What follows belongs to an exercise in optimizing a design on an open flow for small area, a short achievable clock period and few clock cycles per item; a production flow would make more cautious choices. At most, simulation tests tie the RTL to the original design; equivalence was not proved. The RTL of run 1 was laid out without a check of its function. Power is estimated from default activity; no workload was simulated.

**flow/design.v**
```verilog
module ycv32_crc8 (
    input  wire [31:0] r_in,
    input  wire [7:0]  v,
    output reg  [31:0] r_out
);
    integer i;
    always @* begin
        r_out = r_in ^ {24'd0, v};
        for (i = 0; i < 8; i = i + 1) begin
            if (r_out[0])
                r_out = (r_out >> 1) ^ 32'hEDB88320;
            else
                r_out = r_out >> 1;
        end
    end
endmodule
module ycv32 (
    input  wire        clk,
    input  wire        rst,           
    input  wire        cmd_valid,
    output wire        cmd_ready,
    input  wire [39:0] cmd_data,      
    output reg         rsp_valid,
    input  wire        rsp_ready,
    output wire [39:0] rsp_data       
);
    localparam [1:0] PH_IDLE  = 2'd0;
    localparam [1:0] PH_BODY  = 2'd1;
    localparam [1:0] PH_DONE  = 2'd2;
    localparam [1:0] PH_FAULT = 2'd3;
    localparam [7:0] OP_SINIT   = 8'h01;
    localparam [7:0] OP_CFG     = 8'h02;
    localparam [7:0] OP_RDREG   = 8'h03;
    localparam [7:0] OP_PBEGIN  = 8'h10;
    localparam [7:0] OP_PBEGINM = 8'h11;
    localparam [7:0] OP_DATA    = 8'h12;
    localparam [7:0] OP_PEND    = 8'h13;
    localparam [7:0] OP_SEND    = 8'h14;
    localparam [7:0] OP_LDSIZEL = 8'h20;
    localparam [7:0] OP_LDSIZEH = 8'h21;
    localparam [7:0] OP_LDPCRC  = 8'h22;
    localparam [7:0] OP_LDCRC   = 8'h23;
    localparam [7:0] OP_CHKPART = 8'h24;
    localparam [3:0] E_ILLEGAL     = 4'h1;
    localparam [3:0] E_PROTO       = 4'h2;
    localparam [3:0] E_TRUNC       = 4'h3;
    localparam [3:0] E_PART_ORDER  = 4'h4;
    localparam [3:0] E_SIZE        = 4'h5;
    localparam [3:0] E_CRC_PART    = 4'h6;
    localparam [3:0] E_NO_PARTS    = 4'h7;
    localparam [3:0] E_CRC_SESS    = 4'h8;
    localparam [3:0] E_OVERFLOW    = 4'h9;
    localparam K_SINIT = 0, K_CFG = 1, K_RDREG = 2, K_PBEGIN = 3, K_PBEGINM = 4,
               K_DATA = 5, K_PEND = 6, K_SEND = 7, K_LDSIZEL = 8, K_LDSIZEH = 9,
               K_LDPCRC = 10, K_LDCRC = 11, K_CHKPART = 12, K_ILLEGAL = 13;
    reg        sieve_en;
    reg [1:0]  phase;
    reg [3:0]  cause;
    reg        esc_pend;
    reg        multipart;
    reg [31:0] crc_part_raw;
    reg [31:0] crc_sess_raw;
    reg [63:0] len;
    reg [31:0] parts;
    reg [31:0] part_num;
    reg [63:0] exp_size;
    reg [31:0] exp_pcrc;
    reg        exp_pcrc_v;
    reg [31:0] exp_crc;
    reg        exp_crc_v;
    reg        len_max;
    reg        parts_max;
    reg        parts_zero;
    wire [7:0]  c_op  = cmd_data[39:32];
    wire [31:0] c_arg = cmd_data[31:0];
    wire c_hi24_z = (c_arg[31:8] == 24'd0);
    wire c_hi31_z = c_hi24_z & (c_arg[7:1] == 7'd0);
    wire c_zero   = c_hi31_z & ~c_arg[0];
    wire [13:0] c_kind;
    assign c_kind[K_SINIT]   = (c_op == OP_SINIT)   & c_zero;
    assign c_kind[K_CFG]     = (c_op == OP_CFG)     & c_hi31_z;
    assign c_kind[K_RDREG]   = (c_op == OP_RDREG)   & c_hi24_z & (c_arg[7:0] <= 8'h0C);
    assign c_kind[K_PBEGIN]  = (c_op == OP_PBEGIN)  & c_zero;
    assign c_kind[K_PBEGINM] = (c_op == OP_PBEGINM);
    assign c_kind[K_DATA]    = (c_op == OP_DATA)    & c_hi24_z;
    assign c_kind[K_PEND]    = (c_op == OP_PEND)    & c_zero;
    assign c_kind[K_SEND]    = (c_op == OP_SEND)    & c_zero;
    assign c_kind[K_LDSIZEL] = (c_op == OP_LDSIZEL);
    assign c_kind[K_LDSIZEH] = (c_op == OP_LDSIZEH);
    assign c_kind[K_LDPCRC]  = (c_op == OP_LDPCRC);
    assign c_kind[K_LDCRC]   = (c_op == OP_LDCRC);
    assign c_kind[K_CHKPART] = (c_op == OP_CHKPART);
    assign c_kind[K_ILLEGAL] = ~(|c_kind[12:0]);
    wire       c_is3d = (c_arg[7:0] == 8'h3D);
    wire [7:0] c_b42  = c_arg[7:0] - 8'd42;
    reg        rst_q;
    reg        rdy;
    reg        a_v;
    reg [13:0] a_kind;        
    reg [31:0] arg;
    reg        a_is3d;
    reg [7:0]  a_b42;
    reg        s_v;
    reg        s_disc;
    reg [3:0]  s_code;
    reg        s_view;
    reg [8:0]  s_val;         
    reg [36:0] r_d;           
    assign cmd_ready = rdy;
    assign rsp_data  = {1'b0, {3{r_d[36]}}, r_d[35:0]};
    wire exec = a_v & ~s_v;                   
    wire free = ~rsp_valid | rsp_ready;       
    wire [13:0] k = a_kind & {14{~s_v}};
    wire ph_idle  = (phase == PH_IDLE);
    wire ph_body  = (phase == PH_BODY);
    wire ph_done  = (phase == PH_DONE);
    wire ph_fault = (phase == PH_FAULT);
    wire [31:0] crc_part_dig = ~crc_part_raw;
    wire [31:0] crc_sess_dig = ~crc_sess_raw;
    reg [31:0] view;
    always @* begin
        case (s_v ? s_val[3:0] : arg[3:0])
            4'h0:    view = {31'd0, sieve_en};
            4'h1:    view = {26'd0, exp_crc_v, exp_pcrc_v, multipart, esc_pend, phase};
            4'h2:    view = {28'd0, cause};
            4'h3:    view = part_num;
            4'h4:    view = parts;
            4'h5:    view = len[31:0];
            4'h6:    view = len[63:32];
            4'h7:    view = exp_size[31:0];
            4'h8:    view = exp_size[63:32];
            4'h9:    view = crc_part_dig;
            4'hA:    view = crc_sess_dig;
            4'hB:    view = exp_pcrc;
            4'hC:    view = exp_crc;
            default: view = 32'd0;
        endcase
    end
    wire       sv_emit = ~sieve_en | esc_pend | ~a_is3d;
    wire [7:0] sv_byte = ~sieve_en ? arg[7:0] :
                         esc_pend  ? {a_b42[7] ^ ~a_b42[6], ~a_b42[6], a_b42[5:0]} :
                                     a_b42;
    wire       sv_esc  = sieve_en ? (~esc_pend & a_is3d) : esc_pend;
    wire [31:0] crc_part_step;
    wire [31:0] crc_sess_step;
    ycv32_crc8 u_crc_part (.r_in(crc_part_raw), .v(sv_byte), .r_out(crc_part_step));
    ycv32_crc8 u_crc_sess (.r_in(crc_sess_raw), .v(sv_byte), .r_out(crc_sess_step));
    function [63:0] cmask64(input [63:0] x);
        integer j, i;
        reg [7:0] g;
        reg       cj, pi;
        begin
            for (j = 0; j < 8; j = j + 1)
                g[j] = &x[j*8 +: 8];
            for (j = 0; j < 8; j = j + 1) begin
                cj = &(g | ~((8'd1 << j) - 8'd1));
                for (i = 0; i < 8; i = i + 1) begin
                    pi = &(x[j*8 +: 8] | ~((8'd1 << i) - 8'd1));
                    cmask64[j*8+i] = cj & pi;
                end
            end
        end
    endfunction
    function [31:0] cmask32(input [31:0] x);
        integer j, i;
        reg [3:0] g;
        reg       cj, pi;
        begin
            for (j = 0; j < 4; j = j + 1)
                g[j] = &x[j*8 +: 8];
            for (j = 0; j < 4; j = j + 1) begin
                cj = &(g | ~((4'd1 << j) - 4'd1));
                for (i = 0; i < 8; i = i + 1) begin
                    pi = &(x[j*8 +: 8] | ~((8'd1 << i) - 8'd1));
                    cmask32[j*8+i] = cj & pi;
                end
            end
        end
    endfunction
    wire gate     = ~multipart | (parts == part_num);
    wire sess_bad = crc_sess_dig != exp_crc;
    wire size_bad = len != exp_size;
    wire pcrc_bad = exp_pcrc_v & (crc_part_dig != exp_pcrc);
    wire chk_bad  = arg != part_num;
    wire k_begin  = k[K_PBEGIN] | k[K_PBEGINM];
    wire k_ld     = k[K_LDSIZEL] | k[K_LDSIZEH] | k[K_LDPCRC] | k[K_LDCRC];
    wire k_body   = k_ld | k[K_PEND] | k[K_CHKPART];     
    wire r_cfg    = k[K_CFG] & ph_idle;
    wire r_begin  = k_begin & ph_idle;
    wire r_data   = k[K_DATA] & ph_body;
    wire r_pend   = k[K_PEND] & ph_body;
    wire r_send   = k[K_SEND] & ph_idle;
    wire ovf_data = sv_emit & len_max;
    wire ok_emit  = r_data & sv_emit & ~len_max;
    wire ok_data  = r_data & ~ovf_data;
    wire inc_parts = r_pend & ~parts_max;
    wire ok_pend  = inc_parts & ~size_bad & ~pcrc_bad;
    wire ok_send  = r_send & ~parts_zero & ~(gate & exp_crc_v & sess_bad);
    reg [3:0] err;
    always @* begin
        err = 4'd0;
        if (ph_fault)
            err = 4'd0;
        else if (k[K_ILLEGAL])
            err = E_ILLEGAL;
        else if ((k[K_CFG] | k_begin) & ~ph_idle)
            err = E_PROTO;
        else if (k[K_DATA])
            err = ~ph_body ? E_PROTO : ovf_data ? E_OVERFLOW : 4'd0;
        else if (k[K_SEND])
            err = ph_body ? E_TRUNC : ph_done ? E_PROTO :
                  parts_zero ? E_NO_PARTS :
                  (gate & exp_crc_v & sess_bad) ? E_CRC_SESS : 4'd0;
        else if (k_body & ~ph_body)
            err = E_PROTO;
        else if (k[K_PEND])
            err = parts_max ? E_OVERFLOW : size_bad ? E_SIZE :
                  pcrc_bad ? E_CRC_PART : 4'd0;
        else if (k[K_CHKPART])
            err = chk_bad ? E_PART_ORDER : 4'd0;
    end
    wire x_err   = (err != 4'd0);
    wire x_disc  = ph_fault & ~(k[K_SINIT] | k[K_RDREG]) & exec;
    wire        rd       = a_kind[K_RDREG];
    wire        data_val = ok_data & sv_emit;
    wire        val0     = (ok_pend & exp_pcrc_v) | (ok_send & gate & exp_crc_v);
    wire        res_disc = x_disc;
    wire [3:0]  res_code = x_disc ? 4'hF : err;
    wire [8:0]  res_lo   = {data_val, data_val ? sv_byte : 8'd0} | {8'd0, val0};
    wire [31:0] res_val  = rd ? view : {23'd0, res_lo};
    wire [36:0] s_rsp    = {s_disc, s_code, s_view ? view : {23'd0, s_val}};
    wire clr_sess = rst_q | k[K_SINIT];           
    wire clr_part = clr_sess | r_begin;           
    wire [31:0] argz = arg & {32{~rst_q & ~a_kind[K_PBEGINM]}};
    wire ld_ok = ph_body;
    always @(posedge clk) begin
        if (rst_q)
            sieve_en <= 1'b1;
        else if (r_cfg)
            sieve_en <= arg[0];
        if (clr_sess)
            phase <= PH_IDLE;
        else if (x_err)
            phase <= PH_FAULT;
        else if (r_begin)
            phase <= PH_BODY;
        else if (ok_pend)
            phase <= PH_IDLE;
        else if (ok_send)
            phase <= PH_DONE;
        if (clr_sess)
            cause <= 4'd0;
        else if (x_err)
            cause <= err;
        if (clr_part)
            esc_pend <= 1'b0;
        else if (ok_data)
            esc_pend <= sv_esc;
        if (clr_sess)
            multipart <= 1'b0;
        else if (r_begin & a_kind[K_PBEGINM])
            multipart <= 1'b1;
        if (clr_part | ok_emit)
            crc_part_raw <= crc_part_step | {32{clr_part}};
        if (clr_sess | ok_emit)
            crc_sess_raw <= crc_sess_step | {32{clr_sess}};
        len <= (len ^ (cmask64(len) & {64{ok_emit}})) & {64{~clr_part}};
        if (clr_part)
            len_max <= 1'b0;
        else if (ok_emit)
            len_max <= (&len[63:1]) & ~len[0];
        parts <= (parts ^ (cmask32(parts) & {32{inc_parts}})) & {32{~clr_sess}};
        if (clr_sess) begin
            parts_max  <= 1'b0;
            parts_zero <= 1'b1;
        end else if (inc_parts) begin
            parts_max  <= (&parts[31:1]) & ~parts[0];
            parts_zero <= 1'b0;
        end
        if (clr_sess | r_begin)
            part_num <= arg & {32{~rst_q}};
        if (clr_part | (k[K_LDSIZEL] & ld_ok))
            exp_size[31:0] <= argz;
        if (clr_part | (k[K_LDSIZEH] & ld_ok))
            exp_size[63:32] <= argz;
        if (clr_part | (k[K_LDPCRC] & ld_ok))
            exp_pcrc <= argz;
        if (clr_part)
            exp_pcrc_v <= 1'b0;
        else if (k[K_LDPCRC] & ld_ok)
            exp_pcrc_v <= 1'b1;
        if (clr_sess | (k[K_LDCRC] & ld_ok))
            exp_crc <= argz;
        if (clr_sess)
            exp_crc_v <= 1'b0;
        else if (k[K_LDCRC] & ld_ok)
            exp_crc_v <= 1'b1;
    end
    wire a_v_n = rdy ? cmd_valid : a_v;
    wire s_v_n = free ? 1'b0 : (s_v | exec);
    always @(posedge clk) begin
        rst_q <= rst;
        if (rst) begin
            rdy       <= 1'b0;
            a_v       <= 1'b0;
            a_kind    <= 14'd0;
            s_v       <= 1'b0;
            rsp_valid <= 1'b0;
        end else begin
            rdy       <= ~(a_v_n & s_v_n);
            a_v       <= a_v_n;
            s_v       <= s_v_n;
            if (rdy)
                a_kind <= c_kind & {14{cmd_valid}};
            if (free)
                rsp_valid <= s_v | exec;
        end
    end
    always @(posedge clk) begin
        if (rdy) begin
            arg    <= c_arg;
            a_is3d <= c_is3d;
            a_b42  <= c_b42;
        end
        if (exec) begin
            s_disc <= res_disc;
            s_code <= res_code;
            s_view <= rd;
            s_val  <= rd ? {5'd0, arg[3:0]} : res_lo;
        end
        r_d <= ((s_v ? s_rsp : {res_disc, res_code, res_val}) & {37{free}}) |
               (r_d & {37{~free}});
    end
endmodule
```
**flow/config.mk**
```make
export PLATFORM = sky130hd
export DESIGN_NAME = ycv32
export DESIGN_NICKNAME = ycv32
export VERILOG_FILES = /design/flow/design.v
export SDC_FILE = /design/flow/constraint.sdc
export NUM_CORES = 4
export LEC_CHECK = 0
export CAP_MARGIN = 20
export CORE_MARGIN = 2
export CORE_UTILIZATION = 55
export SETUP_SLACK_MARGIN = 3.4
export SLEW_MARGIN = 20
```
**flow/run.sh**
```bash
#!/bin/bash
# synth_recipe.tcl (not shown) runs the flow's synth.tcl, then flattens the netlist and writes it again
# the make line also repeats each setting of config.mk as NAME=value (left out here)
make -C /OpenROAD-flow-scripts/flow DESIGN_CONFIG=/design/flow/config.mk WORK_HOME=/design/flow/orfs CLKGATE_MAP_FILE= SYNTH_SCRIPT=/design/flow/synth_recipe.tcl finish
```
**flow/constraint.sdc**
```tcl
create_clock -name core_clock -period 6.0 [get_ports {clk}]
set_input_delay 1.2000 -clock core_clock [delete_from_list [all_inputs] [get_ports {clk}]]
set_output_delay 1.2000 -clock core_clock [all_outputs]
set_load 0.01 [all_outputs]
```
==> results of run 1 <==
-- layout by cell type, fill, tap and decap left out, types with 8 or more instances in the layout --
cell type / Yosys / final
buf_4: 5 / 93
xnor2_4: 15 / 16
xor2_2: 3 / 14
a21oi_1: 44 / 37
buf_6: 1 / 8
or3_1: 12 / 9
nor4_1: 40 / 27
nor2_4: 0 / 8
buf_12: 0 / 18
inv_1: 26 / 23
nand2_1: 194 / 190
edfxtp_1: 316 / 316
clkinv_1: 0 / 12
dfxtp_1: 129 / 108
a221oi_1: 56 / 42
nor3_1: 26 / 20
nor2b_1: 37 / 37
a31oi_1: 26 / 21
nand2b_1: 11 / 10
nand4_1: 61 / 61
xnor2_1: 184 / 169
a22oi_1: 44 / 43
xnor2_2: 11 / 25
clkbuf_16: 0 / 50
dlygate4sd2_1: 0 / 45
and3_1: 15 / 15
clkdlybuf4s50_1: 0 / 31
dfxtp_2: 0 / 17
a221oi_2: 0 / 14
and2_1: 38 / 37
nand3_1: 37 / 35
o21ai_0: 64 / 59
xor2_1: 212 / 198
nor2_1: 175 / 164
nor4_4: 1 / 8
-- registers in the layout, summed over array words and instances, names as in the netlist, 2 cells and up, named ones only --
register,count
crc_sess_raw,32
exp_pcrc,32
phase,2
exp_size,64
arg,31
s_val,9
len,64
part_num,32
s_code,4
exp_crc,32
crc_part_raw,32
a_b42,8
cause,4
a_kind,14
parts,32
-- per-layer routing --
metal  share of wire [%]  track usage, %  vias up  wire (um)
li1                    -               -     7579          -
met1                  39            53.1     8747      31700
met2                  42            55.1     1202      34600
met3                  13            11.0      238      10700
met4                 6.2            19.7        2       5120
met5              0.0097               0        -          8
-- worst max-delay path, stage by stage, from the launching register on --
cell and delay (ns):
dfxtp_1 0.54, xnor2_1 0.20, nand4_1 0.13, nor4_1 0.33
nand4_1 0.15, buf_6 0.18, o311a_4 0.34, or2_4 0.26
mux2_2 0.28
-- final cells by class --
class	instances	area [um2]	area share, %
clock inverters	31	333	1.21
clock buffers	59	1290	4.70
well taps	532	666	2.42
inverters	27	120	0.437
flip-flops and latches	445	12100	44.0
multi-input cells	1436	10900	39.7
repair buffers	210	2070	7.52
-- cell families (layout without fill, tap and decap cells) --
| group | count (synthesis) | after routing |
|---|---|---|
| XOR/XNOR | 427 | 427 |
| buffers and inverters | 135 | 327 |
| AO/OA/AOI/OAI | 306 | 306 |
| multiplexers | 12 | 12 |
| AND/OR/NAND/NOR | 682 | 686 |
| adder cells (fa/ha/maj) | 4 | 4 |
| flip-flops | 445 | 445 |
| other | 1 | 1 |
-- worst paths after layout --
path,endpoint,slack (ns),cells after the start
worst max-delay path,flip-flop,3.32,8
worst min-delay path,a_kind[1]$_SDFFE_PP0P_,0.52,2
worst max register to register,flip-flop,3.32,8
worst min register to register,a_kind[1]$_SDFFE_PP0P_,0.52,2
-- metrics by stage --
step | worst slack (ns) | power, mW | cell area [um2] | hold slack, ns
CTS | 3.36 | 10.5 | 26900 | 0.517
detailed placement | 2.00 | 7.16 | 23800 | 0.508
global route | 3.28 | 11.0 | 27500 | 0.558
floorplan | 3.37 | 6.34 | 22600 | 0.456
finish | 3.32 | 10.7 | 27500 | 0.521
global placement | 2.04 | 7.12 | 23800 | 0.514
-- power by group --
group	internal, mW	switching [mW]
clock network	1.83	1.29
logic	1.61	1.73
registers	3.75	0.498
-- timing repair --
action | 4_1_cts | 5_1_grt
buffers inserted | 71 | 29
gates cloned | 6 | 1
pin swaps | 42 | 44
endpoints found under the setup margin | 423 | 229
resized for setup | 186 | 88
==> results.txt, run 1 <==
* Outcome: complete, no violations
* Router iterations before antenna repair at 8
* Max Slew Vio Count at 0
* Multiplexer area fraction after synthesis at less than 1%
* Hold_buf cts at 0
* Post-synthesis adder-cell area fraction at 0.222%
* Register bit total from synthesis at approximately 450
* Clock buffer count from CTS at 48
* Tmin final at approximately 2.7 ns
* Congestion Overflow GR at 0
* Largest net degree at the start of global routing at between 50 and 60
* DR DRC count at 0
* Antenna violations before repair at 1
* Xor-xnor portion of the synthesized cell area at ~18%
* Synth top cells by count: 316 x edfxtp_1, 212 x xor2_1, 194 x nand2_1, 184 x xnor2_1, 175 x nor2_1
* FP Rows at between 70 and 80
* Vias at 17768
* Filler cell count in the final layout at 3111
* Post-Syn Area at ~0.023 mm2
* WS Path Type: flip-flop to flip-flop
* Sequential fraction of the synthesis area at a little over half
* Ys async rst share at 0%
* Clock slew seen by the registers of the worst setup and hold paths at 0.06 ns
* VDD IR max at around 0.00026 V
* Final Wtd Congestion at ~0.98
* Final Non-Filler Cells at about 2700
* Synth Area in Simple Gates at about 15%
* Iter 0 DRT Violations at approximately 2400
* Worst Skew at ~0.017 ns
* Largest family of logic cells by synthesized area: XOR/XNOR gates
* Skew-Pair Late Insertion Delay at 0.61 ns
* Crit path DAT at about 3.0 ns
* Crit share post-route at around 45%
* Area fraction of the dominant cell type after synthesis at between 40% and 50%
* # clock sinks at 445
* Layout cells sized above 1 at 18.4%
* Startpoint Class: flip-flop
* Area contributors post-synth: edfxtp_1 42%, dfxtp_1 11%, xor2_1 8.2%, xnor2_1 7.1%, nand2_1 3.2%
* Distinct cells, synth at 85
* Synthesized area per cell at about 11 um2
* Worst relative slew slack at 49.7%
* Worst-Margin Slew at 0.752 ns
* MaxCap Viol Count at 0
* RSZ-0062 raised after global routing: yes
* Hold WC Path Type: flip-flop to flip-flop
* Max Root-Sink Buffers at 3
* Port Buffer Count at 84
* Setup total negative slack at 0 ns
* Syn nets at just over 2000
* Peak Freq at 0.373 GHz
* Die footprint at between 0.04 and 0.05 mm2
* Ys flop type: edfxtp_1
* Number of global-route vias before repair at ~16000
* Area leader, netlist: edfxtp_1
* Synthesis warning total at 2
* Layout Nets at about 2200
* Wire length of the first global-routing pass at about 110000 um
* Pwr dens at 389 mW/mm2
* WL final at about 82000 um
* Crit. End Element: flip-flop
* Synth Area in Compound Gates at a little under a tenth
* Critical path data required time at ~6.3 ns
* Hold path startpoint: a_kind[1]$_SDFFE_PP0P_
* CTS HTree Levels at 2
* Placed instance count at 2543
* CTS tree: built
* DR WL/cell at between 20 and 30 um
* Initial Utilization at 55.5%
* Critical Path Source: len[48]$_DFF_P_
* Final hold viol count at 0
* Gr usage total at between 30% and 40%
* Crit-path max FO at 6
* Post-detail-place hpwl at 58200 um
* Post-layout util at roughly two thirds
* CTS Root Cell: clkbuf_16
* EDFF count, synth at 316
* Crit Reg-Reg Startpoint: len[48]$_DFF_P_
* Core Area at ~0.041 mm2
* Die X at between 200 and 250 um
* Cells after Synth at roughly 2000
* Top Ports at 86
* Antenna Diode Count at 0
* Most frequent cell after synthesis: edfxtp_1
* Routed Antenna Nets at 0
* Die Y at between 200 and 250 um
* Leakage at between 9 and 10 nW
* Area growth, synth to finish at 21.9%
* Endpoints failing setup at 0
* Via density at about 6.5
==> inputs of run 2 (changes only) <==
--- a/flow/design.v
+++ b/flow/design.v
@@ -110,7 +110,8 @@
     assign rsp_data  = {1'b0, {3{r_d[36]}}, r_d[35:0]};
     wire exec = a_v & ~s_v;                   
     wire free = ~rsp_valid | rsp_ready;       
-    wire [13:0] k = a_kind & {14{~s_v}};
+    wire [13:0] k  = a_kind;
+    wire        go = ~s_v;
     wire ph_idle  = (phase == PH_IDLE);
     wire ph_body  = (phase == PH_BODY);
     wire ph_done  = (phase == PH_DONE);
@@ -220,7 +221,7 @@
             err = chk_bad ? E_PART_ORDER : 4'd0;
     end
     wire x_err   = (err != 4'd0);
-    wire x_disc  = ph_fault & ~(k[K_SINIT] | k[K_RDREG]) & exec;
+    wire x_disc  = ph_fault & ~(k[K_SINIT] | k[K_RDREG]) & a_v;
     wire        rd       = a_kind[K_RDREG];
     wire        data_val = ok_data & sv_emit;
     wire        val0     = (ok_pend & exp_pcrc_v) | (ok_send & gate & exp_crc_v);
@@ -229,71 +230,73 @@
     wire [8:0]  res_lo   = {data_val, data_val ? sv_byte : 8'd0} | {8'd0, val0};
     wire [31:0] res_val  = rd ? view : {23'd0, res_lo};
     wire [36:0] s_rsp    = {s_disc, s_code, s_view ? view : {23'd0, s_val}};
-    wire clr_sess = rst_q | k[K_SINIT];           
-    wire clr_part = clr_sess | r_begin;           
+    wire clr_sess = rst_q | (k[K_SINIT] & go);    
+    wire clr_part = clr_sess | (r_begin & go);    
+    wire ld_go    = ph_body & go;
     wire [31:0] argz = arg & {32{~rst_q & ~a_kind[K_PBEGINM]}};
-    wire ld_ok = ph_body;
     always @(posedge clk) begin
         if (rst_q)
             sieve_en <= 1'b1;
-        else if (r_cfg)
+        else if (r_cfg & go)
             sieve_en <= arg[0];
         if (clr_sess)
             phase <= PH_IDLE;
-        else if (x_err)
-            phase <= PH_FAULT;
-        else if (r_begin)
-            phase <= PH_BODY;
-        else if (ok_pend)
-            phase <= PH_IDLE;
-        else if (ok_send)
-            phase <= PH_DONE;
+        else if (go) begin
+            if (x_err)
+                phase <= PH_FAULT;
+            else if (r_begin)
+                phase <= PH_BODY;
+            else if (ok_pend)
+                phase <= PH_IDLE;
+            else if (ok_send)
+                phase <= PH_DONE;
+        end
         if (clr_sess)
             cause <= 4'd0;
-        else if (x_err)
+        else if (x_err & go)
             cause <= err;
         if (clr_part)
             esc_pend <= 1'b0;
-        else if (ok_data)
+        else if (ok_data & go)
             esc_pend <= sv_esc;
         if (clr_sess)
             multipart <= 1'b0;
-        else if (r_begin & a_kind[K_PBEGINM])
+        else if (r_begin & a_kind[K_PBEGINM] & go)
             multipart <= 1'b1;
-        if (clr_part | ok_emit)
+        if (clr_part | (ok_emit & go))
             crc_part_raw <= crc_part_step | {32{clr_part}};
-        if (clr_sess | ok_emit)
+        if (clr_sess | (ok_emit & go))
             crc_sess_raw <= crc_sess_step | {32{clr_sess}};
-        len <= (len ^ (cmask64(len) & {64{ok_emit}})) & {64{~clr_part}};
+        len <= (len ^ (cmask64(len) & {64{ok_emit & go}})) & {64{~clr_part}};
         if (clr_part)
             len_max <= 1'b0;
-        else if (ok_emit)
+        else if (ok_emit & go)
             len_max <= (&len[63:1]) & ~len[0];
-        parts <= (parts ^ (cmask32(parts) & {32{inc_parts}})) & {32{~clr_sess}};
+        parts <= (parts ^ (cmask32(parts) & {32{inc_parts & go}})) & {32{~clr_sess}};
         if (clr_sess) begin
             parts_max  <= 1'b0;
             parts_zero <= 1'b1;
-        end else if (inc_parts) begin
+        end else if (inc_parts & go) begin
             parts_max  <= (&parts[31:1]) & ~parts[0];
             parts_zero <= 1'b0;
         end
-        if (clr_sess | r_begin)
+        if (clr_sess | (r_begin & go))
             part_num <= arg & {32{~rst_q}};
-        if (clr_part | (k[K_LDSIZEL] & ld_ok))
+        if (clr_part | (k[K_LDSIZEL] & ld_go))
             exp_size[31:0] <= argz;
-        if (clr_part | (k[K_LDSIZEH] & ld_ok))
+        if (clr_part | (k[K_LDSIZEH] & ld_go))
             exp_size[63:32] <= argz;
-        if (clr_part | (k[K_LDPCRC] & ld_ok))
+        if (clr_part | (k[K_LDPCRC] & ld_go))
             exp_pcrc <= argz;
         if (clr_part)
             exp_pcrc_v <= 1'b0;
-        else if (k[K_LDPCRC] & ld_ok)
+        else if (k[K_LDPCRC] & ld_go)
             exp_pcrc_v <= 1'b1;
-        if (clr_sess | (k[K_LDCRC] & ld_ok))
+        if (clr_sess | (k[K_LDCRC] & ld_go))
             exp_crc <= argz;
         if (clr_sess)
             exp_crc_v <= 1'b0;
-        else if (k[K_LDCRC] & ld_ok)
+        else if (k[K_LDCRC] & ld_go)
             exp_crc_v <= 1'b1;
     end
     wire a_v_n = rdy ? cmd_valid : a_v;
==> results.txt, run 2 <==
* Outcome: complete, no violations
* Crit-path max FO at 5
* Area fraction of the dominant cell type after synthesis at 42.2%
* Synthesis warning total at 2
* Distinct cells, synth at 86
* Most common cell after layout, fill and taps aside: edfxtp_1
* Worst Skew at approximately 0.018 ns
* VDD IR max at between 0.0002 and 0.0003 V
* Number of global-route vias before repair at around 16000
* Hold WC Path Type: flip-flop to flip-flop
* CTS Root Cell: clkbuf_16
* Area growth, synth to finish at 21.3%
* Most frequent cell after synthesis: edfxtp_1
* Pre-CTS setup slack at roughly 1.9 ns
* Worst-Margin Slew at roughly 0.85 ns
* Clock power frac at ~28%
* Critical path data required time at between 6 and 7 ns
* Die Y at just over 200 um
* EDFF count, synth at 316
* Clock slew seen by the registers of the worst setup and hold paths at 0.06 ns
* P_sw at about 3.7 mW
* Ys async rst share at 0%
* Register area at 0.0121 mm2
* Synth top cells by count: 316 x edfxtp_1, 276 x xor2_1, 192 x nand2_1, 181 x nor2_1, 129 x dfxtp_1
* Register bit total from synthesis at about 450
* Setup total negative slack at 0 ns
* Max Slew Vio Count at 0
* Sequential fraction of the synthesis area at 53.6%
* Clock buffer count from CTS at just under 50
* Pwr dens at between 300 and 400 mW/mm2
* Combinational Power Share at between 30% and 40%
* Most frequent cells in the layout: 316 x edfxtp_1, 254 x xor2_1, 187 x nand2_1
* # clock sinks at about 450
* Sequential fraction of design power at approximately two fifths
* Iter 0 DRT Violations at ~2500
* MaxCap Viol Count at 0
* Antenna Diode Count at 0
* Leakage at 10.0 nW
* Layout cells sized above 1 at 18.4%
* FP Rows at 74
* Cells after Synth at between 1500 and 2000
* Crit path DAT at between 3 and 4 ns
* Final Cell Area at 0.0273 mm2
* Die X at 206 um
* Router iterations before antenna repair at 6
* Hold_buf cts at 0
* Core Area at 0.0406 mm2
* Sw Share at 33.8%
* Post-detail-place hpwl at roughly 57000 um
* Post-Syn Area at 0.0225 mm2
* Initial Utilization at between 50% and 60%
* Final hold viol count at 0
* Crit. End Element: flip-flop
* PnR Total Power at between 10 and 15 mW
* Final worst-path setup slack at 3.09 ns
* Skew-Pair Late Insertion Delay at approximately 0.61 ns
* Tmin final at just under 3 ns
* Filler cell count in the final layout at 3145
* Area post-placement at 0.0238 mm2
* Layout Nets at approximately 2200
* Int Power at 7.17 mW
* Largest net degree at the start of global routing at 54
* RSZ-0062 raised after global routing: yes
* Routed Antenna Nets at 0
* Crit share post-route at 48.5%
* Endpoints failing setup at 0
* DR DRC count at 0
* Gr usage total at between 30% and 40%
* Vias at between 15000 and 20000
* CTS tree: built
* Startpoint Class: flip-flop
* Congestion Overflow GR at 0
* DR WL/cell at approximately 29 um
* Area contributors post-synth: edfxtp_1 42%, dfxtp_1 11%, xor2_1 11%, xnor2_1 4.8%, nand2_1 3.2%
* Final Wtd Congestion at roughly 1
* Biggest regs: exp_size (64), len (64)
* Top Ports at between 80 and 90
* R2R setup slack at 3.09 ns
* Synthesized area per cell at roughly 11 um2
* Port Buffer Count at 84
* CTS HTree Levels at 2
* Antenna violations before repair at 0
* Ys flop type: edfxtp_1
* Syn nets at a little over 2000
* WL final at 80800 um
* Worst relative slew slack at 43.1%
* WS Path Type: flip-flop to flip-flop
* Area leader, netlist: edfxtp_1
* Max Root-Sink Buffers at 3
* Via density at 6.34
* Peak Freq at approximately 0.34 GHz
* Multi-input gate area at around 0.011 mm2
* Wire length of the first global-routing pass at 114000 um
* Die footprint at about 0.043 mm2
## run 2: changes by cell type after synthesis, moves of 7 or more
| cell | change |
|---|---|
| inv_1 | -7 |
| a41oi_1 | +7 |
| xor2_1 | +64 |
| o221ai_1 | +8 |
| buf_2 | -7 |
| nor4_1 | +7 |
| o21ai_0 | -10 |
| a221oi_1 | -10 |
| clkbuf_1 | -7 |
| nand4_1 | -14 |
| a22oi_1 | +12 |
| xnor2_1 | -61 |
## run 2: worst paths after layout
path,from,to,depth (start not counted)
max,crc_part_raw[19]$_DFFE_PP_,phase[1]$_SDFFE_PN0P_,8
min,a_v$_SDFF_PP0_,a_v$_SDFF_PP0_,2
max reg2reg,crc_part_raw[19]$_DFFE_PP_,phase[1]$_SDFFE_PN0P_,8
min reg2reg,a_v$_SDFF_PP0_,a_v$_SDFF_PP0_,2
## run 2: repair_timing
item,4_1_cts,5_1_grt
setup buffers,77,27
resized for setup,145,97
pin swaps,29,27
endpoints found under the setup margin,438,167
cloned,3,0
## run 2: stage by stage
step | hold slack, ns | cells | util [%]
final | 0.516 | 2740 | 67.2
after global routing | 0.549 | 2740 | 67.2
after CTS | 0.517 | 2713 | 65.6
after detailed placement | 0.509 | 2541 | 58.6
after global placement | 0.507 | 2541 | 58.6
after floorplan | 0.454 | 1997 | -
## run 2: kinds of logic after synthesis
logic type	Yosys count	synth area share (%)
mux	15	1.05
xor+xnor	426	18.1
simple gates	682	15.1
flops	445	53.6
buf+inv	121	2.29
other cells	1	0.0167
fa+ha+maj	4	0.222
compound gates	303	9.58
## run 2: area by class of cell
class | instances | share of cell area, %
clock inverters | 26 | 0.706
well taps | 532 | 2.44
flip-flops and latches | 445 | 44.4
clock buffers | 66 | 5.06
inverters | 20 | 0.362
multi-input cells | 1432 | 39.6
repair buffers | 219 | 7.49
## run 2: worst max-delay path, cell delays in order, from the launching register on
cell and delay, ns:
edfxtp_1 0.56, xor2_1 0.30, nand4_1 0.19, nor4_1 0.32, nand2_2 0.23, a32o_2 0.38
a2111oi_4 0.42, nand2_2 0.17, o221a_1 0.23
## run 2: metal layers
| metal | routed length (um) | global-route usage, % |
|---|---|---|
| met4 | 5070 | 20.3 |
| met3 | 10200 | 11.5 |
| met2 | 34900 | 55.8 |
| met5 | 0 | 0 |
| met1 | 30600 | 50.7 |
## run 2: power groups by stage
stage	clock, mW	sequential (mW)	combinational (mW)
6_report	3.00	4.21	3.60
4_1_cts	3.01	4.20	3.45
2_1_floorplan	0	4.07	2.30
3_5_place_dp	0	4.35	2.89
5_1_grt	3.13	4.22	3.83
3_3_place_gp	0	4.36	2.83
Testbench counts of run 2, summed over its fixed seeds: cycles 24,291, items 24,267.
==> inputs of run 3 (changes only) <==
--- a/flow/config.mk
+++ b/flow/config.mk
@@ -7,6 +7,8 @@
 export LEC_CHECK = 0
 export CAP_MARGIN = 20
 export CORE_MARGIN = 2
-export CORE_UTILIZATION = 55
+export CORE_UTILIZATION = 70
+export CTS_CLUSTER_DIAMETER = 80
+export CTS_CLUSTER_SIZE = 20
 export SETUP_SLACK_MARGIN = 3.4
 export SLEW_MARGIN = 20
==> results.txt, run 3 <==
* Critical path's slowest cell: edfxtp_1
* Vias at roughly 19000
* Router iterations before antenna repair at 8
* Worst Skew at about 0.036 ns
* Initial Utilization at a little under three quarters
* Biggest regs: exp_size (64), len (64)
* Filler cell count in the final layout at between 1500 and 2000
* Skew-Pair Late Insertion Delay at 0.60 ns
* # clock sinks at 445
* Synthesized area per cell at roughly 11 um2
* Register bit total from synthesis at between 400 and 500
* Clock buffer count from CTS at 26
* Area contributors post-synth: edfxtp_1 42%, dfxtp_1 11%, xor2_1 11%, xnor2_1 4.8%, nand2_1 3.2%
* Synthesis warning total at 2
* Crit-path max FO at 5
* FP Rows at 65
* Final worst-path setup slack at between 2 and 3 ns
* Die Y at approximately 180 um
* Hold WC Path Type: flip-flop to flip-flop
* Largest family of logic cells by synthesized area: XOR/XNOR gates
* CTS HTree Levels at 1
* Largest net degree at the start of global routing at 61
* Area leader, netlist: edfxtp_1
* VDD IR max at between 0.0003 and 0.0004 V
* Clock slew seen by the registers of the worst setup and hold paths at 0.10 ns
* Worst stage delay on the critical path at roughly 0.73 ns
* Ys flop type: edfxtp_1
* Leakage at slightly below 10 nW
* Worst-Margin Slew at 0.900 ns
* Most frequent cells in the layout: 316 x edfxtp_1, 257 x xor2_1, 190 x nand2_1
* Crit path DAT at 3.51 ns
* Final hold viol count at 0
* Tmin final at between 3 and 4 ns
* Gr usage total at a little under half
* Most common cell after layout, fill and taps aside: edfxtp_1
* Synth Area in Simple Gates at 15.1%
* Post-detail-place hpwl at roughly 55000 um
* RSZ-0062 raised after global routing: yes
* Largest delay contributor family on the critical path: compound AO/OA/AOI/OAI gates
* Layout Nets at around 2200
* Via density at 7.36
* Final Wtd Congestion at 1.04
* Post-Syn Area at ~0.023 mm2
* Xor-xnor portion of the synthesized cell area at around 18%
* Most frequent cell after synthesis: edfxtp_1
* WS Path Type: flip-flop to flip-flop
* Crit share post-route at between 50% and 60%
* Number of global-route vias before repair at ~17000
* Routed Antenna Nets at 0
* DR DRC count at 0
* Pwr dens at around 380 mW/mm2
* Sequential fraction of the synthesis area at around 54%
* Post-synthesis adder-cell area fraction at 0.222%
* Die X at around 180 um
* Multiplexer area fraction after synthesis at ~1.0%
* Crit. End Element: flip-flop
* Cell Chain, Critical Path: xor2_1 > nand4_1 > nor4_2 > nand2_1 > a32o_2 > a2111oi_4 > nand2_2 > o221a_1
* Setup total negative slack at 0 ns
* Area fraction of the dominant cell type after synthesis at a little over two fifths
* Synth top cells by count: 316 x edfxtp_1, 276 x xor2_1, 192 x nand2_1, 181 x nor2_1, 129 x dfxtp_1
* Congestion Overflow GR at 0
* Antenna violations before repair at 2
* WL final at between 80000 and 90000 um
* Hold Path Stages at 2
* MaxCap Viol Count at 0
* Outcome: complete, no violations
* EDFF count, synth at between 300 and 400
* Distinct cells, synth at 86
* Area growth, synth to finish at 19.6%
* Peak Freq at around 0.33 GHz
* Syn nets at roughly 2000
* Startpoint Class: flip-flop
* Wire length of the first global-routing pass at 112000 um
* Ys async rst share at 0%
* Bufs and invs on worst path at 0
* Cells after Synth at roughly 2000
* Hold_buf cts at 0
* Max Slew Vio Count at 0
* Worst relative slew slack at about 40%
* Port Buffer Count at 84
* CTS tree: built
* Layout cells sized above 1 at between 10% and 20%
* DR WL/cell at between 30 and 40 um
* Die footprint at roughly 0.034 mm2
* CTS Root Cell: clkbuf_16
* Synth Area in Compound Gates at a little under a tenth
* Top Ports at 86
* Pre-CTS setup slack at ~2.2 ns
* Core Area at between 0.03 and 0.04 mm2
* Depth of the most critical reg-to-reg path at 8
* Iter 0 DRT Violations at ~3600
* Critical path data required time at 6.49 ns
* Stages on worst setup path at 8
* Endpoints failing setup at 0
* Max Root-Sink Buffers at 3
-- run 3: cell counts after synthesis --
Identical to the previous run, type by type.
-- run 3: what timing repair did --
action,in CTS,in global routing
resized for setup,169,127
gates cloned,3,4
endpoints found under the setup margin,428,105
pin swaps,28,54
buffers inserted,53,80
-- run 3: final timing paths --
path	start	to	slack, ns
hold reg to reg	a_kind[11]$_SDFFE_PP0P_	a_kind[11]$_SDFFE_PP0P_	0.55
setup / recovery	crc_part_raw[23]$_DFFE_PP_	phase[1]$_SDFFE_PN0P_	2.98
setup reg to reg	crc_part_raw[23]$_DFFE_PP_	phase[1]$_SDFFE_PN0P_	2.98
hold / removal	a_kind[11]$_SDFFE_PP0P_	a_kind[11]$_SDFFE_PP0P_	0.55
-- run 3: worst reg2reg max path, cell delays in order, from the launching register on --
cell	delay, ns
edfxtp_1	0.73
xor2_1	0.31
nand4_1	0.15
nor4_2	0.26
nand2_1	0.28
a32o_2	0.38
a2111oi_4	0.39
nand2_2	0.18
o221a_1	0.26
-- run 3: stage by stage --
stage / power, mW / std cells / hold WS, ns / area (um2) / utilization [%]
2_1_floorplan: 6.36 / 1997 / 0.454 / 22500 / -
3_3_place_gp: 7.09 / 2409 / 0.502 / 23600 / 74.7
3_5_place_dp: 7.20 / 2409 / 0.517 / 23600 / 74.7
4_1_cts: 9.28 / 2513 / 0.540 / 25500 / 80.6
5_1_grt: 10.3 / 2597 / 0.585 / 26900 / 85.0
6_report: 10.1 / 2598 / 0.546 / 26900 / 85.0
-- run 3: cell families (layout without fill, tap and decap cells) --
| group | Yosys count | count (layout) |
|---|---|---|
| multiplexers | 15 | 15 |
| adder cells (fa/ha/maj) | 4 | 4 |
| XOR/XNOR | 426 | 426 |
| AO/OA/AOI/OAI | 303 | 303 |
| AND/OR/NAND/NOR | 682 | 683 |
| buffers and inverters | 121 | 318 |
| other | 1 | 2 |
| flip-flops | 445 | 445 |
-- run 3: power by group --
| part | total [mW] | internal [mW] | switching (mW) |
|---|---|---|---|
| Sequential | 4.30 | 3.75 | 0.549 |
| Clock | 1.90 | 0.850 | 1.05 |
| Combinational | 3.94 | 1.83 | 2.12 |
| Total | 10.2 | 6.43 | 3.72 |
-- run 3: metal layers --
| layer | wire length, um | up-vias | GRT usage [%] |
|---|---|---|---|
| li1 | - | 7533 | - |
| met1 | 27700 | 9070 | 62.4 |
| met3 | 14500 | 506 | 14.4 |
| met4 | 7980 | 2 | 28.0 |
| met5 | 20 | - | 0 |
| met2 | 35300 | 2017 | 66.9 |
-- run 3: area by class of cell --
cell class	count	area, um2	share of cell area [%]
Clock buffer	45	743	2.76
Clock inverter	3	20.0	0.0744
Sequential cell	445	12100	45.0
Tap cell	402	503	1.87
Antenna cell	1	2.50	0.00930
Multi-Input combinational cell	1432	10900	40.6
Timing Repair Buffer	250	2500	9.29
Inverter	20	90.1	0.335
==> inputs of run 4 (changes only) <==
--- a/flow/design.v
+++ b/flow/design.v
@@ -97,6 +97,11 @@
     reg        rdy;
     reg        a_v;
     reg [13:0] a_kind;        
+    reg        a_k2;          
+    reg        c2;            
+    reg [3:0]  err_q;         
+    reg        ok2_q;         
+    reg        val0_q;        
     reg [31:0] arg;
     reg        a_is3d;
     reg [7:0]  a_b42;
@@ -108,10 +113,11 @@
     reg [36:0] r_d;           
     assign cmd_ready = rdy;
     assign rsp_data  = {1'b0, {3{r_d[36]}}, r_d[35:0]};
-    wire exec = a_v & ~s_v;                   
+    wire hold2 = a_k2 & ~c2;                  
+    wire go    = ~s_v & ~hold2;
+    wire exec  = a_v & go;                    
     wire free = ~rsp_valid | rsp_ready;       
     wire [13:0] k  = a_kind;
-    wire        go = ~s_v;
     wire ph_idle  = (phase == PH_IDLE);
     wire ph_body  = (phase == PH_BODY);
     wire ph_done  = (phase == PH_DONE);
@@ -195,36 +201,47 @@
     wire ok_emit  = r_data & sv_emit & ~len_max;
     wire ok_data  = r_data & ~ovf_data;
     wire inc_parts = r_pend & ~parts_max;
-    wire ok_pend  = inc_parts & ~size_bad & ~pcrc_bad;
-    wire ok_send  = r_send & ~parts_zero & ~(gate & exp_crc_v & sess_bad);
-    reg [3:0] err;
+    wire ok_pend  = k[K_PEND] & ok2_q;
+    wire ok_send  = k[K_SEND] & ok2_q;
+    reg [3:0] err1;
     always @* begin
-        err = 4'd0;
+        err1 = 4'd0;
         if (ph_fault)
-            err = 4'd0;
+            err1 = 4'd0;
         else if (k[K_ILLEGAL])
-            err = E_ILLEGAL;
+            err1 = E_ILLEGAL;
         else if ((k[K_CFG] | k_begin) & ~ph_idle)
-            err = E_PROTO;
+            err1 = E_PROTO;
         else if (k[K_DATA])
-            err = ~ph_body ? E_PROTO : ovf_data ? E_OVERFLOW : 4'd0;
+            err1 = ~ph_body ? E_PROTO : ovf_data ? E_OVERFLOW : 4'd0;
+        else if (k_ld & ~ph_body)
+            err1 = E_PROTO;
+    end
+    reg [3:0] err2;
+    always @* begin
+        err2 = 4'd0;
+        if (ph_fault)
+            err2 = 4'd0;
         else if (k[K_SEND])
-            err = ph_body ? E_TRUNC : ph_done ? E_PROTO :
-                  parts_zero ? E_NO_PARTS :
-                  (gate & exp_crc_v & sess_bad) ? E_CRC_SESS : 4'd0;
-        else if (k_body & ~ph_body)
-            err = E_PROTO;
+            err2 = ph_body ? E_TRUNC : ph_done ? E_PROTO :
+                   parts_zero ? E_NO_PARTS :
+                   (gate & exp_crc_v & sess_bad) ? E_CRC_SESS : 4'd0;
+        else if (~ph_body)
+            err2 = E_PROTO;
         else if (k[K_PEND])
-            err = parts_max ? E_OVERFLOW : size_bad ? E_SIZE :
-                  pcrc_bad ? E_CRC_PART : 4'd0;
-        else if (k[K_CHKPART])
-            err = chk_bad ? E_PART_ORDER : 4'd0;
+            err2 = parts_max ? E_OVERFLOW : size_bad ? E_SIZE :
+                   pcrc_bad ? E_CRC_PART : 4'd0;
+        else if (chk_bad)
+            err2 = E_PART_ORDER;
     end
+    wire ok2   = ~ph_fault & (err2 == 4'd0);
+    wire val02 = ok2 & (k[K_PEND] ? exp_pcrc_v : (gate & exp_crc_v));
+    wire [3:0] err = a_k2 ? err_q : err1;
     wire x_err   = (err != 4'd0);
     wire x_disc  = ph_fault & ~(k[K_SINIT] | k[K_RDREG]) & a_v;
     wire        rd       = a_kind[K_RDREG];
     wire        data_val = ok_data & sv_emit;
-    wire        val0     = (ok_pend & exp_pcrc_v) | (ok_send & gate & exp_crc_v);
+    wire        val0     = a_k2 & val0_q;
     wire        res_disc = x_disc;
     wire [3:0]  res_code = x_disc ? 4'hF : err;
     wire [8:0]  res_lo   = {data_val, data_val ? sv_byte : 8'd0} | {8'd0, val0};
@@ -299,19 +316,26 @@
         else if (k[K_LDCRC] & ld_go)
             exp_crc_v <= 1'b1;
     end
-    wire a_v_n = rdy ? cmd_valid : a_v;
-    wire s_v_n = free ? 1'b0 : (s_v | exec);
+    wire c_k2   = c_kind[K_PEND] | c_kind[K_SEND] | c_kind[K_CHKPART];
+    wire a_v_n  = rdy ? cmd_valid : a_v;
+    wire a_k2_n = rdy ? (cmd_valid & c_k2) : a_k2;
+    wire c2_n   = ~rdy & (c2 | a_k2);
+    wire s_v_n  = free ? 1'b0 : (s_v | exec);
     always @(posedge clk) begin
         rst_q <= rst;
         if (rst) begin
             rdy       <= 1'b0;
             a_v       <= 1'b0;
+            a_k2      <= 1'b0;
+            c2        <= 1'b0;
             a_kind    <= 14'd0;
             s_v       <= 1'b0;
             rsp_valid <= 1'b0;
         end else begin
-            rdy       <= ~(a_v_n & s_v_n);
+            rdy       <= ~(a_v_n & (s_v_n | (a_k2_n & ~c2_n)));
             a_v       <= a_v_n;
+            a_k2      <= a_k2_n;
+            c2        <= c2_n;
             s_v       <= s_v_n;
             if (rdy)
                 a_kind <= c_kind & {14{cmd_valid}};
@@ -325,6 +349,11 @@
             a_is3d <= c_is3d;
             a_b42  <= c_b42;
         end
+        if (hold2) begin
+            err_q  <= err2;
+            ok2_q  <= ok2;
+            val0_q <= val02;
+        end
         if (exec) begin
             s_disc <= res_disc;
             s_code <= res_code;
==> results.txt, run 4 <==
* Crit path DAT at 3.23 ns
* Leakage at 9.10 nW
* Worst Skew at about 0.018 ns
* EDFF count, synth at 322
* Area growth, synth to finish at 16.8%
* DR WL/cell at between 30 and 40 um
* Gr usage total at 47.2%
* WS Path Type: flip-flop to flip-flop
* Hold WC Path Type: flip-flop to flip-flop
* Endpoints failing setup at 0
* Ys async rst share at 0%
* Hold path startpoint: c2$_SDFF_PP0_
* Startpoint Class: flip-flop
* Post-detail-place hpwl at ~56000 um
* Routed Antenna Nets at 0
* FP Rows at 65
* Via density at a little over 7
* Most common cell after layout, fill and taps aside: edfxtp_1
* Initial Utilization at 71.3%
* R2r endpoint: val0_q$_DFFE_PP_
* Most frequent cells in the layout: 322 x edfxtp_1, 253 x xnor2_1, 169 x nor2_1
* Antenna violations before repair at 3
* Peak Freq at 0.353 GHz
* Distinct cells, synth at 82
* Tmin final at approximately 2.8 ns
* Critical Path Source: crc_part_raw[26]$_DFFE_PP_
* Hold_buf cts at 0
* Biggest regs: exp_size (64), len (64)
* MaxCap Viol Count at 0
* Hold Path Stages at 2
* Core Area at 0.0317 mm2
* Port Buffer Count at between 80 and 90
* Router iterations before antenna repair at 9
* Placed instance count at between 2000 and 2500
* Iter 0 DRT Violations at between 3000 and 4000
* # clock sinks at 452
* R2R setup slack at 3.17 ns
* Layout Nets at between 2000 and 2500
* DR DRC count at 0
* Crit-path max FO at 4
* Synthesis warning total at 2
* Ys flop type: edfxtp_1
* CTS tree: built
* Max Slew Vio Count at 0
* Area fraction of the dominant cell type after synthesis at between 40% and 50%
* Filler cell count in the final layout at ~1800
* Critical path's slowest cell: edfxtp_1
* Crit. End Element: flip-flop
* Post-Syn Area at ~0.023 mm2
* Cell Chain, Critical Path: xor2_2 > nand4_1 > nor4_4 > a2111oi_0 > a311oi_1 > nand2_1 > nor4b_1
* WL final at approximately 82000 um
* Number of global-route vias before repair at about 17000
* Clock buffer count from CTS at 26
* Register bit total from synthesis at roughly 450
* Final Non-Filler Cells at 2570
* Die Y at ~180 um
* Setup total negative slack at 0 ns
* Worst relative slew slack at between 20% and 30%
* Die footprint at between 0.03 and 0.04 mm2
* Pwr dens at around 360 mW/mm2
* Worst-Margin Slew at roughly 1.1 ns
* Outcome: complete, no violations
* Die X at ~180 um
* Critical path data required time at 6.39 ns
* Synthesized area per cell at around 11 um2
* Top Ports at 86
* Worst stage delay on the critical path at around 0.65 ns
* Vias at between 15000 and 20000
* Clock slew seen by the registers of the worst setup and hold paths at 0.09 ns
* Synth top cells by count: 322 x edfxtp_1, 269 x xnor2_1, 182 x nor2_1, 167 x nand2_1, 130 x dfxtp_1
* Final hold viol count at 0
* CTS Root Cell: clkbuf_16
* Area leader, netlist: edfxtp_1
* Final Wtd Congestion at 1.07
* RSZ-0062 raised after global routing: yes
* Bufs and invs on worst path at 0
* Area contributors post-synth: edfxtp_1 43%, dfxtp_1 12%, xnor2_1 10%, xor2_1 5.0%, nor2_1 3.0%
* Cells after Synth at between 2000 and 2500
* VDD IR max at 0.000345 V
* Largest net degree at the start of global routing at slightly below 60
* Skew-Pair Late Insertion Delay at 0.59 ns
* WHS Endpoint: c2$_SDFF_PP0_
* Crit Reg-Reg Startpoint: crc_part_raw[26]$_DFFE_PP_
* Worst hold slack at between 0.4 and 0.5 ns
* Max Root-Sink Buffers at 3
* Depth of the most critical reg-to-reg path at 7
* Wire length of the first global-routing pass at approximately 110000 um
* Congestion Overflow GR at 0
* Largest delay contributor family on the critical path: simple AND/OR/NAND/NOR gates
* Sequential fraction of the synthesis area at between 50% and 60%
* Most frequent cell after synthesis: edfxtp_1
* CTS HTree Levels at 1
* Layout cells sized above 1 at between 10% and 20%
* Crit share post-route at between 40 and 50%
* Syn nets at 2059
run 4: worst register-to-register path, cell delays in order (launching register included):
cell and delay, ns:
edfxtp_1 0.65, xor2_2 0.33, nand4_1 0.19, nor4_4 0.51, a2111oi_0 0.24, a311oi_1 0.24, nand2_1 0.15, nor4b_1 0.34
run 4: final cells by class:
| class | count | area [um2] | share of cell area [%] |
|---|---|---|---|
| Antenna cell | 5 | 12.5 | 0.0474 |
| Clock buffer | 47 | 751 | 2.84 |
| Clock inverter | 1 | 8.76 | 0.0332 |
| Inverter | 31 | 130 | 0.493 |
| Multi-Input combinational cell | 1433 | 10800 | 41.0 |
| Sequential cell | 452 | 12400 | 46.8 |
| Tap cell | 402 | 503 | 1.91 |
| Timing Repair Buffer | 199 | 1820 | 6.91 |
run 4: how the worst max path moves through the flow:
stage	end	slack, ns	cells past startpoint
2_1_floorplan	exp_pcrc[0]$_DFFE_PP_	3.27	8
3_3_place_gp	len[28]$_DFF_P_	2.52	8
3_5_place_dp	len[28]$_DFF_P_	2.37	8
4_1_cts	crc_part_raw[23]$_DFFE_PP_	3.30	6
5_1_grt	val0_q$_DFFE_PP_	3.20	7
6_report	val0_q$_DFFE_PP_	3.17	7
run 4: power breakdown:
group	switching, mW	internal [mW]
Sequential	0.598	3.79
Combinational	1.69	1.60
Clock	1.04	0.851
run 4: through the flow:
step / power (mW) / util [%] / setup WS [ns] / instance area (um2)
floorplan: 6.35 / - / 3.27 / 22600
global route: 9.79 / 83.2 / 3.20 / 26400
global placement: 7.08 / 75.0 / 2.52 / 23800
CTS: 9.10 / 80.5 / 3.30 / 25500
finish: 9.58 / 83.2 / 3.17 / 26400
detailed placement: 7.16 / 75.0 / 2.37 / 23800
run 4: metal layers:
layer	global-route usage (%)	wire [um]	vias to the layer above
li1	-	-	7577
met1	60.8	26500	8842
met2	69.1	34400	1860
met3	17.1	14200	421
met4	27.6	6870	0
met5	0	0	-
run 4: cell families (layout without fill, tap and decap cells):
kind of cell | after synthesis | in the layout | synth area share, %
buf+inv | 132 | 278 | 2.33
mux | 11 | 11 | 0.803
fa+ha+maj | 4 | 4 | 0.221
other cells | 1 | 6 | 0.0166
xor+xnor | 420 | 420 | 17.4
compound gates | 319 | 320 | 10.2
simple gates | 672 | 677 | 14.7
flops | 452 | 452 | 54.3
run 4: repair_timing:
| item | 4_1_cts | 5_1_grt |
|---|---|---|
| gates cloned | 5 | 1 |
| resized for setup | 164 | 125 |
| hold endpoints to repair | 0 | 0 |
| setup buffers | 52 | 40 |
| pin swaps | 27 | 34 |
| setup endpoints to repair | 454 | 234 |
Testbench counts of run 4, summed over its fixed seeds: cycles 24,718, items 24,267.
==> inputs of run 5 (changes only) <==
==> flow/flow/run.sh (new file) <==
#!/bin/bash
# The standard layout (the standard.sh: standard synthesis, then ORFS to
# finish), with one change: the buffers that global placement puts on every
# input and output port are sky130_fd_sc_hd__buf_4 cells instead of the
# delay-buffer cell buffer_ports picks on its own.
# make's full output goes to flow_make.log in the folder this runs in; each
# ORFS step also keeps its own log under orfs/logs/.
set -euo pipefail
bash standard.sh "BUFFER_PORTS_ARGS=-buffer_cell sky130_fd_sc_hd__buf_4" finish > flow_make.log 2>&1
==> flow/standard.sh (new file) <==
#!/bin/bash
# synth_recipe.tcl (not shown) runs the flow's synth.tcl, then flattens the netlist and writes it again
# the make line also repeats each setting of config.mk as NAME=value (left out here)
make -C /OpenROAD-flow-scripts/flow DESIGN_CONFIG=/design/flow/config.mk WORK_HOME=/design/flow/orfs CLKGATE_MAP_FILE= SYNTH_SCRIPT=/design/flow/synth_recipe.tcl "${@:-finish}"
--- a/flow/config.mk
+++ b/flow/config.mk
@@ -10,5 +10,5 @@
 export CORE_UTILIZATION = 70
 export CTS_CLUSTER_DIAMETER = 80
 export CTS_CLUSTER_SIZE = 20
-export SETUP_SLACK_MARGIN = 3.4
+export SETUP_SLACK_MARGIN = 3.5
 export SLEW_MARGIN = 20
removed: flow/run.sh
==> results.txt, run 5 <==
* Outcome: complete, no violations
* Crit path DAT at roughly 3.3 ns
* Combinational Power Share at a little under two fifths
* Synthesis warning total at 2
* Wire length of the first global-routing pass at around 120000 um
* Peak Freq at 0.342 GHz
* WL final at 88200 um
* Area leader, netlist: edfxtp_1
* Number of global-route vias before repair at between 15000 and 20000
* Port Buffer Count at 84
* WS Path Type: flip-flop to flip-flop
* Area fraction of the dominant cell type after synthesis at a little over two fifths
* CTS HTree Levels at 1
* Worst hold slack at between 0.5 and 0.6 ns
* Core Area at around 0.032 mm2
* Register bit total from synthesis at approximately 450
* Clock buffer count from CTS at 27
* Top Ports at 86
* Clock power frac at a little under a fifth
* Final worst-path setup slack at 3.07 ns
* Skew-Pair Late Insertion Delay at just under 0.6 ns
* Area growth, synth to finish at 19.4%
* Critical path data required time at ~6.4 ns
* Endpoints failing setup at 0
* Synthesized area per cell at ~11 um2
* Startpoint Class: flip-flop
* Bufs and invs on worst path at 1
* Worst-Margin Slew at about 1.0 ns
* Congestion Overflow GR at 0
* Ys async rst share at 0%
* Crit. End Element: flip-flop
* Cells after Synth at 2011
* Worst stage delay on the critical path at about 0.6 ns
* Initial Utilization at 71.3%
* P_sw at ~3.7 mW
* Syn nets at ~2100
* Post-Syn Area at between 0.02 and 0.025 mm2
* Int Power at 6.51 mW
* VDD IR max at about 0.00040 V
* DR DRC count at 0
* Critical path's slowest cell: edfxtp_1
* Die Y at about 180 um
* Layout Nets at approximately 2200
* CTS Root Cell: clkbuf_16
* Worst Skew at 0.0192 ns
* Via density at around 7.5
* # clock sinks at roughly 450
* Biggest regs: exp_size (64), len (64)
* Pre-CTS setup slack at about 2 ns
* Clock slew seen by the registers of the worst setup and hold paths at 0.09 ns
* Routed Antenna Nets at 0
* Most frequent cells in the layout: 322 x edfxtp_1, 249 x xnor2_1, 216 x buf_4
* CTS tree: built
* Die footprint at between 0.03 and 0.04 mm2
* Crit share post-route at between 40% and 50%
* Iter 0 DRT Violations at ~4000
* Die X at approximately 180 um
* Cell Chain, Critical Path: xor2_2 > nand4_1 > nor4_4 > buf_6 > a2111oi_4 > a311oi_2 > nand2_1 > nor4b_2
* Tmin final at approximately 2.9 ns
* Setup total negative slack at 0 ns
* Ys flop type: edfxtp_1
* Post-detail-place hpwl at about 55000 um
* Sequential fraction of design power at 42.7%
* DR WL/cell at 33.6 um
* Layout cells sized above 1 at between 20% and 30%
* Sequential fraction of the synthesis area at between 50% and 60%
* Most frequent cell after synthesis: edfxtp_1
* Leakage at roughly 9.4 nW
* EDFF count, synth at 322
* Gr usage total at between 40% and 50%
* Pwr dens at roughly 380 mW/mm2
* RSZ-0062 raised after global routing: yes
* Worst relative slew slack at 31.1%
* Sw Share at 36.0%
* FP Rows at between 60 and 70
* Hold WC Path Type: flip-flop to flip-flop
* Largest net degree at the start of global routing at 56
* Antenna violations before repair at 6
* Filler cell count in the final layout at about 1600
* Area contributors post-synth: edfxtp_1 43%, dfxtp_1 12%, xnor2_1 10%, xor2_1 5.0%, nor2_1 3.0%
* Most common cell after layout, fill and taps aside: edfxtp_1
* Router iterations before antenna repair at 10
* Crit-path max FO at 3
* Synth top cells by count: 322 x edfxtp_1, 269 x xnor2_1, 182 x nor2_1, 167 x nand2_1, 130 x dfxtp_1
* Hold_buf cts at 0
* Max Slew Vio Count at 0
* Max Root-Sink Buffers at 3
* Final Wtd Congestion at ~1.1
* Largest delay contributor family on the critical path: simple AND/OR/NAND/NOR gates
* Distinct cells, synth at between 80 and 90
* Vias at a little under 20000
* MaxCap Viol Count at 0
* Final hold viol count at 0
## run 5: cell counts after synthesis
No cell type changed its count.
## run 5: power by group through the flow
stage / Clock, mW / Combinational (mW) / Sequential, mW
after detailed placement: 0 / 2.73 / 4.39
final: 1.95 / 3.87 / 4.34
after floorplan: 0 / 2.26 / 4.10
after global placement: 0 / 2.67 / 4.39
after global routing: 2.02 / 4.00 / 4.31
after CTS: 1.91 / 3.15 / 4.31
## run 5: final cells by class
type / count / area, um2 / share of cell area [%]
flip-flops and latches: 452 / 12400 / 45.8
repair buffers: 253 / 2240 / 8.28
multi-input cells: 1434 / 10900 / 40.5
well taps: 402 / 503 / 1.86
clock buffers: 45 / 774 / 2.87
clock inverters: 5 / 38.8 / 0.144
inverters: 31 / 145 / 0.538
diodes: 1 / 2.50 / 0.00927
## run 5: logic make-up after synthesis
kind of cell	Yosys count	share of synthesized area, %
XOR/XNOR	420	17.4
flip-flops	452	54.3
AND/OR/NAND/NOR	672	14.7
adder cells (fa/ha/maj)	4	0.221
buffers and inverters	132	2.33
multiplexers	11	0.803
AO/OA/AOI/OAI	319	10.2
other	1	0.0166
## run 5: final timing paths
path,from,endpoint,slack [ns],depth (start not counted)
worst min register to register,cause[1]$_SDFFE_PN0P_,cause[1]$_SDFFE_PN0P_,0.53,2
worst max-delay path,crc_part_raw[0]$_DFFE_PP_,val0_q$_DFFE_PP_,3.07,8
worst max register to register,crc_part_raw[0]$_DFFE_PP_,val0_q$_DFFE_PP_,3.07,8
worst min-delay path,cause[1]$_SDFFE_PN0P_,cause[1]$_SDFFE_PN0P_,0.53,2
## run 5: worst reg2reg max path: stages (launching register included)
cell and delay, ns:
edfxtp_1 0.59, xor2_2 0.59, nand4_1 0.27, nor4_4 0.27, buf_6 0.18, a2111oi_4 0.08
a311oi_2 0.26, nand2_1 0.17, nor4b_2 0.34
## run 5: repair_timing
| action | CTS | global route |
|---|---|---|
| endpoints found under the setup margin | 417 | 314 |
| gates resized for setup | 155 | 99 |
| gates cloned | 6 | 2 |
| pin swaps | 39 | 39 |
| buffers inserted | 89 | 62 |
## run 5: stage by stage
stage / total power [mW] / instance area, um2 / std cells / util (%)
after floorplan: 6.35 / 22600 / 2011 / -
after global placement: 7.06 / 23600 / 2413 / 74.3
after detailed placement: 7.13 / 23600 / 2413 / 74.3
after CTS: 9.36 / 25900 / 2558 / 81.6
after global routing: 10.3 / 27000 / 2622 / 85.1
final: 10.2 / 27000 / 2623 / 85.1
## run 5: routing by layer
layer,global-route usage (%),up-vias,share of wire (%)
li1,-,7692,-
met1,61.6,9198,32
met2,70.7,2162,41
met3,17.3,647,18
met4,32.3,4,10
met5,0,-,0.026

-- port drivers added, routing unchanged --
In the flow no input, the clock included, has a driving cell. The finished layouts below were timed again as built, in two steps.
Step 1 sets driving cells, clkbuf_16 on the clock port and buf_2 on the other inputs (assumed; they add their load-dependent delay and slew).
Step 2 adds t to the input delays and takes it off the output delays; t is the mean of the earliest and latest rising clock arrival at the registers after step 1. Input paths then give back, and output paths get back, about the clock's delay inside the block.
a / b / c = ideal ports / drivers / drivers and shift; a / b = the first two.
run	shift t [ns]	slack for setup (ns)	worst setup path after step 2	worst register clock-pin slew, ns	cell pins on the clock port's net
run 1	0.659	3.323 / 3.323 / 2.891	input to register	0.07 / 0.07	1
run 2	0.655	3.093 / 3.093 / 2.864	input to register	0.06 / 0.06	1
run 3	0.639	2.982 / 2.982 / 2.827	input to register	0.10 / 0.10	1
run 4	0.641	3.167 / 3.167 / 2.782	input to register	0.10 / 0.10	1
run 5	0.637	3.072 / 3.072 / 2.890	input to register	0.10 / 0.10	1
After both steps every run listed still meets setup and hold. The setup slack of run 1, which loses most, moves by 0.000 ns with the drivers and by -0.432 ns with both steps.
